This is an optimization exercise on Yosys and OpenROAD, whose aim is small area, a short achievable clock period and few clock cycles per item, not a production implementation. In this exercise RTL edits were held to simulation tests only and were not proved equivalent to the original.

## v6
==> flow/design.v <==
module ber_estimate (
    input             clk,
    input             rst,
    input             in_valid,
    output            in_ready,
    input      [63:0] err_cnt,
    input      [63:0] bit_cnt,
    output reg        out_valid,
    output reg        invalid,
    output     [63:0] ber
);
    localparam integer K  = 3;                     
    localparam integer M  = (54 + K - 1) / K;      
    localparam integer N  = M * K + 1;             
    localparam integer W  = 68;                    
    localparam [1:0] S_IDLE = 2'd0,    
                     S_L2   = 2'd1,    
                     S_IT   = 2'd2,    
                     S_R    = 2'd3;    
    reg [1:0]  state;
    reg        rdy;                  
    reg        seen;                 
    reg [5:0]  lzb, lze;             
    reg        bz, ez;               
    reg        inv_i, zero_i;        
    reg [63:0] dv;                   
    reg [W-1:0] ws, wc;              
    reg [63:0] q;                    
    reg [N-1:0] qm;                  
    reg [10:0] ex;                   
    reg [5:0]  cnt;
    reg [1:0]  q1r;                  
    reg        first;                
    assign in_ready = rdy;
    assign ber      = q;
    function [5:0] lzc64(input [63:0] v);
        reg [31:0] z1; reg [31:0] c1;            
        reg [15:0] z2; reg [31:0] c2;            
        reg [7:0]  z3; reg [23:0] c3;            
        reg [3:0]  z4; reg [15:0] c4;            
        reg [1:0]  z5; reg [9:0]  c5;            
        integer g;
        begin
            for (g = 0; g < 32; g = g + 1) begin
                z1[g] = ~v[2*g+1] & ~v[2*g];
                c1[g] = ~v[2*g+1];
            end
            for (g = 0; g < 16; g = g + 1) begin
                z2[g] = z1[2*g+1] & z1[2*g];
                c2[2*g +: 2] = z1[2*g+1] ? {1'b1, c1[2*g]} : {1'b0, c1[2*g+1]};
            end
            for (g = 0; g < 8; g = g + 1) begin
                z3[g] = z2[2*g+1] & z2[2*g];
                c3[3*g +: 3] = z2[2*g+1] ? {1'b1, c2[4*g +: 2]} : {1'b0, c2[4*g+2 +: 2]};
            end
            for (g = 0; g < 4; g = g + 1) begin
                z4[g] = z3[2*g+1] & z3[2*g];
                c4[4*g +: 4] = z3[2*g+1] ? {1'b1, c3[6*g +: 3]} : {1'b0, c3[6*g+3 +: 3]};
            end
            for (g = 0; g < 2; g = g + 1) begin
                z5[g] = z4[2*g+1] & z4[2*g];
                c5[5*g +: 5] = z4[2*g+1] ? {1'b1, c4[8*g +: 4]} : {1'b0, c4[8*g+4 +: 4]};
            end
            lzc64 = z5[1] ? {1'b1, c5[4:0]} : {1'b0, c5[9:5]};
        end
    endfunction
    wire        last   = (state == S_IT) & (cnt == 6'd0);
    wire        ld_b   = (state == S_IDLE) | last;
    wire        ld_e   = (state == S_L2) | ((state == S_R) & rdy);
    wire [63:0] sh_in  = ld_b ? bit_cnt : err_cnt;
    wire [5:0]  sh_amt = ld_b ? lzb : lze;
    wire [63:0] sh_out = sh_in << sh_amt;
    wire [W-1:0] bb = {3'b000, dv, 1'b0};
    function [2*W-1:0] step(input [W-1:0] s, input [W-1:0] c, input p, input n);
        reg [W-1:0] s2, c2, m, mj;
        begin
            s2 = {s[W-2:0], 1'b0};
            c2 = {c[W-2:0], 1'b0};
            m  = p ? ~bb : n ? bb : {W{1'b0}};
            mj   = (s2 & c2) | (s2 & m) | (c2 & m);
            step = {s2 ^ c2 ^ m, mj[W-2:0], p};
        end
    endfunction
    function [1:0] sel(input [W-1:0] s, input [W-1:0] c);
        reg [4:0] e;
        begin
            e   = s[W-2:W-6] + c[W-2:W-6];
            sel = {~e[4] & (e[3:0] != 4'h0), e[4] & (e[3:0] != 4'hF)};
        end
    endfunction
    reg  [W-1:0] as_, ac_, ss, sc;
    reg  [2*W-1:0] cp, c0, cn;
    reg  [1:0]   qd [0:K+1];
    reg  [1:0]   ep, e0, en;
    reg  [N-1:0] qq, qqm;
    integer j;
    always @* begin
        as_   = ws;
        ac_   = wc;
        ss    = ws;
        sc    = wc;
        qd[0] = 2'b00;
        qd[1] = q1r;
        for (j = 1; j <= K; j = j + 1) begin
            {as_, ac_} = step(as_, ac_, qd[j][1], qd[j][0]);
            begin
                cp = step(ss, sc, 1'b1, 1'b0);
                c0 = step(ss, sc, 1'b0, 1'b0);
                cn = step(ss, sc, 1'b0, 1'b1);
                ep = sel(cp[2*W-1:W], cp[W-1:0]);
                e0 = sel(c0[2*W-1:W], c0[W-1:0]);
                en = sel(cn[2*W-1:W], cn[W-1:0]);
                {ss, sc}  = qd[j][1] ? cp : qd[j][0] ? cn : c0;
                qd[j+1]   = qd[j][1] ? ep : qd[j][0] ? en : e0;
            end
        end
        qq  = {q[N-1:1], q[0] | first};
        qqm = {qm[N-1:1], qm[0] & ~first};
        for (j = 1; j <= K; j = j + 1) begin
            if (qd[j][1])      begin qqm = {qq[N-2:0], 1'b0};  qq = {qq[N-2:0], 1'b1};  end
            else if (qd[j][0]) begin qq  = {qqm[N-2:0], 1'b1}; qqm = {qqm[N-2:0], 1'b0}; end
            else               begin qqm = {qqm[N-2:0], 1'b1}; qq = {qq[N-2:0], 1'b0};  end
        end
    end
    wire [W-1:0] s = as_;
    wire [W-1:0] c = ac_;
    wire [4:0] e1   = {2'b00, sh_out[63:61]} - {2'b00, dv[63:61]} - 5'd1;
    wire [1:0] sel1 = {~e1[4] & (e1[3:0] != 4'h0), e1[4] & (e1[3:0] != 4'hF)};
    wire [W-1:0] wcy  = {1'b0, ws[W-2:0]} + {1'b0, wc[W-2:0]};
    wire         wneg = ws[W-1] ^ wc[W-1] ^ wcy[W-1];
    wire [W-1:0] wp   = ws ^ wc;
    wire [W-1:0] wk   = {ws[W-2:0] | wc[W-2:0], 1'b0};
    wire         wnz  = (wp != wk);      
    wire         neg   = wneg;
    wire         nz    = wnz;
    wire [N-1:0] qf    = neg ? qm : q[N-1:0];
    wire         lead  = qf[N-1];
    wire [51:0]  mant  = lead ? qf[N-2:N-53] : qf[N-3:N-54];
    wire         guard = lead ? qf[N-54] : qf[N-55];
    wire         stk   = nz | (lead ? (qf[N-55:0] != 0) : (N > 55 ? (qf[N-56 >= 0 ? N-56 : 0:0] != 0) : 1'b0));
    wire         inc   = guard & (stk | mant[0]);
    wire [10:0]  exf   = lead ? ex : ex - 11'd1;
    wire [62:0]  rounded = {exf, mant} + {62'd0, inc};
    always @(posedge clk) begin
        lzb <= lzc64(bit_cnt);
        lze <= lzc64(err_cnt);
        bz  <= (bit_cnt == 64'd0);
        ez  <= (err_cnt == 64'd0);
        ws  <= s;
        wc  <= c;
        if (state == S_IT) begin
            q  <= {q[63:N], qq};
            qm <= qqm;
        end
        cnt <= cnt - 6'd1;
        q1r <= qd[K+1];
        first <= 1'b0;
        if (rst) begin
            state     <= S_IDLE;
            rdy       <= 1'b0;
            seen      <= 1'b0;
            out_valid <= 1'b0;
        end else begin
            seen      <= in_valid & ~rdy;
            out_valid <= 1'b0;
            rdy       <= 1'b0;
            if (ld_b && seen)
                dv <= sh_out;
            case (state)
                S_IDLE: if (seen) begin
                    state <= S_L2;
                    rdy   <= 1'b1;
                end
                S_L2: state <= S_IT;
                S_IT: if (last) begin
                    state <= S_R;
                    rdy   <= seen;
                end
                default: state <= rdy ? S_IT : S_IDLE;      
            endcase
            if (ld_e) begin
                ws     <= {3'b000, sh_out, 1'b1};
                wc     <= ~bb;
                cnt    <= M - 1;
                first  <= 1'b1;
                q1r    <= sel1;
                inv_i  <= bz;
                zero_i <= ez;
                ex     <= 11'd1023 + {5'd0, lzb} - {5'd0, lze};
            end
            if (state == S_R) begin
                out_valid <= 1'b1;
                invalid   <= inv_i;
                q         <= zero_i ? 64'd0 : {1'b0, rounded};
            end
        end
    end
endmodule
Settings: LEC_CHECK=0, ABC_AREA=1, CAP_MARGIN=20, CORE_MARGIN=2, CORE_UTILIZATION=55, SETUP_SLACK_MARGIN=5, SLEW_MARGIN=20; clock period 10.0 ns.
run.sh (not shown) runs the stock make flow with config.mk's settings and CLKGATE_MAP_FILE= SYNTH_SCRIPT=/design/flow/synth_recipe.tcl, a recipe that flattens the netlist after the stock synthesis.
Testbench counts of v6, summed over its fixed seeds: cycles 45,632, items 2,400.
Here is what was changed in the inputs of v7 compared with v6.
--- a/flow/design.v
+++ b/flow/design.v
@@ -9,10 +9,10 @@
     output reg        invalid,
     output     [63:0] ber
 );
     localparam integer K  = 3;                     
-    localparam integer M  = (54 + K - 1) / K;      
-    localparam integer N  = M * K + 1;             
+    localparam integer M  = (55 + K - 1) / K;      
+    localparam integer N  = M * K;                 
     localparam integer W  = 68;                    
     localparam [1:0] S_IDLE = 2'd0,    
                      S_L2   = 2'd1,    
                      S_IT   = 2'd2,    
@@ -29,9 +29,8 @@
     reg [N-1:0] qm;                  
     reg [10:0] ex;                   
     reg [5:0]  cnt;
     reg [1:0]  q1r;                  
-    reg        first;                
     assign in_ready = rdy;
     assign ber      = q;
     function [5:0] lzc64(input [63:0] v);
         reg [31:0] z1; reg [31:0] c1;            
@@ -113,20 +112,18 @@
                 {ss, sc}  = qd[j][1] ? cp : qd[j][0] ? cn : c0;
                 qd[j+1]   = qd[j][1] ? ep : qd[j][0] ? en : e0;
             end
         end
-        qq  = {q[N-1:1], q[0] | first};
-        qqm = {qm[N-1:1], qm[0] & ~first};
+        qq  = q[N-1:0];
+        qqm = qm;
         for (j = 1; j <= K; j = j + 1) begin
             if (qd[j][1])      begin qqm = {qq[N-2:0], 1'b0};  qq = {qq[N-2:0], 1'b1};  end
             else if (qd[j][0]) begin qq  = {qqm[N-2:0], 1'b1}; qqm = {qqm[N-2:0], 1'b0}; end
             else               begin qqm = {qqm[N-2:0], 1'b1}; qq = {qq[N-2:0], 1'b0};  end
         end
     end
     wire [W-1:0] s = as_;
     wire [W-1:0] c = ac_;
-    wire [4:0] e1   = {2'b00, sh_out[63:61]} - {2'b00, dv[63:61]} - 5'd1;
-    wire [1:0] sel1 = {~e1[4] & (e1[3:0] != 4'h0), e1[4] & (e1[3:0] != 4'hF)};
     wire [W-1:0] wcy  = {1'b0, ws[W-2:0]} + {1'b0, wc[W-2:0]};
     wire         wneg = ws[W-1] ^ wc[W-1] ^ wcy[W-1];
     wire [W-1:0] wp   = ws ^ wc;
     wire [W-1:0] wk   = {ws[W-2:0] | wc[W-2:0], 1'b0};
@@ -153,9 +150,8 @@
             qm <= qqm;
         end
         cnt <= cnt - 6'd1;
         q1r <= qd[K+1];
-        first <= 1'b0;
         if (rst) begin
             state     <= S_IDLE;
             rdy       <= 1'b0;
             seen      <= 1'b0;
@@ -178,13 +174,12 @@
                 end
                 default: state <= rdy ? S_IT : S_IDLE;      
             endcase
             if (ld_e) begin
-                ws     <= {3'b000, sh_out, 1'b1};
-                wc     <= ~bb;
+                ws     <= {4'b0000, sh_out};
+                wc     <= {W{1'b0}};
                 cnt    <= M - 1;
-                first  <= 1'b1;
-                q1r    <= sel1;
+                q1r    <= 2'b10;             
                 inv_i  <= bz;
                 zero_i <= ez;
                 ex     <= 11'd1023 + {5'd0, lzb} - {5'd0, lze};
             end
### Flow results
Compared to v6, the routing of v7 uses less wire. Core utilization in v7 vs v6: down 3.5 points. Going from v6 to v7, the total number of placement rows was found to have gone down by about 1%. Routed length on met3, v7 vs v6: down by a few percent. v7 vs v6 — sequential share of cell area rose 1.4 points. From v6 to v7 the numbers moved as follows: clock tree buffer count of the final layout went down 7.4%; via count went down 1,040.
Testbench counts of v7, summed over its fixed seeds: cycles 48,032, items 2,400.

[static timing again, ports no longer ideal]
How much do the figures lean on ideal ports? The routed layouts below were timed once more, with nothing changed but the port constraints.
Step 1 (the two cells are an assumption about what drives the block):
set clk [get_ports {clk}]
set_driving_cell -lib_cell sky130_fd_sc_hd__clkbuf_16 $clk
set_driving_cell -lib_cell sky130_fd_sc_hd__buf_2 [delete_from_list [all_inputs] $clk]
Step 2 times the ports against the registers' clock, not the clock port: input delays grow and output delays shrink by t, the midpoint of the rising clock arrivals with the driver on.
Slacks: no drivers / after step 1 / after step 2; pairs: no drivers / after step 1.
| run | t (ns) | setup slack, ns | clock arrival spread, ns |
|---|---|---|---|
| v6 | 0.679 | 4.402 / 4.402 / 4.294 | 0.056 / 0.056 |
| v7 | 0.684 | 4.821 / 4.821 / 4.609 | 0.041 / 0.040 |
After both steps setup and hold are still met in every run listed. For v7, which loses most, drivers alone change the setup slack by 0.000 ns; drivers and shift together by -0.212 ns.
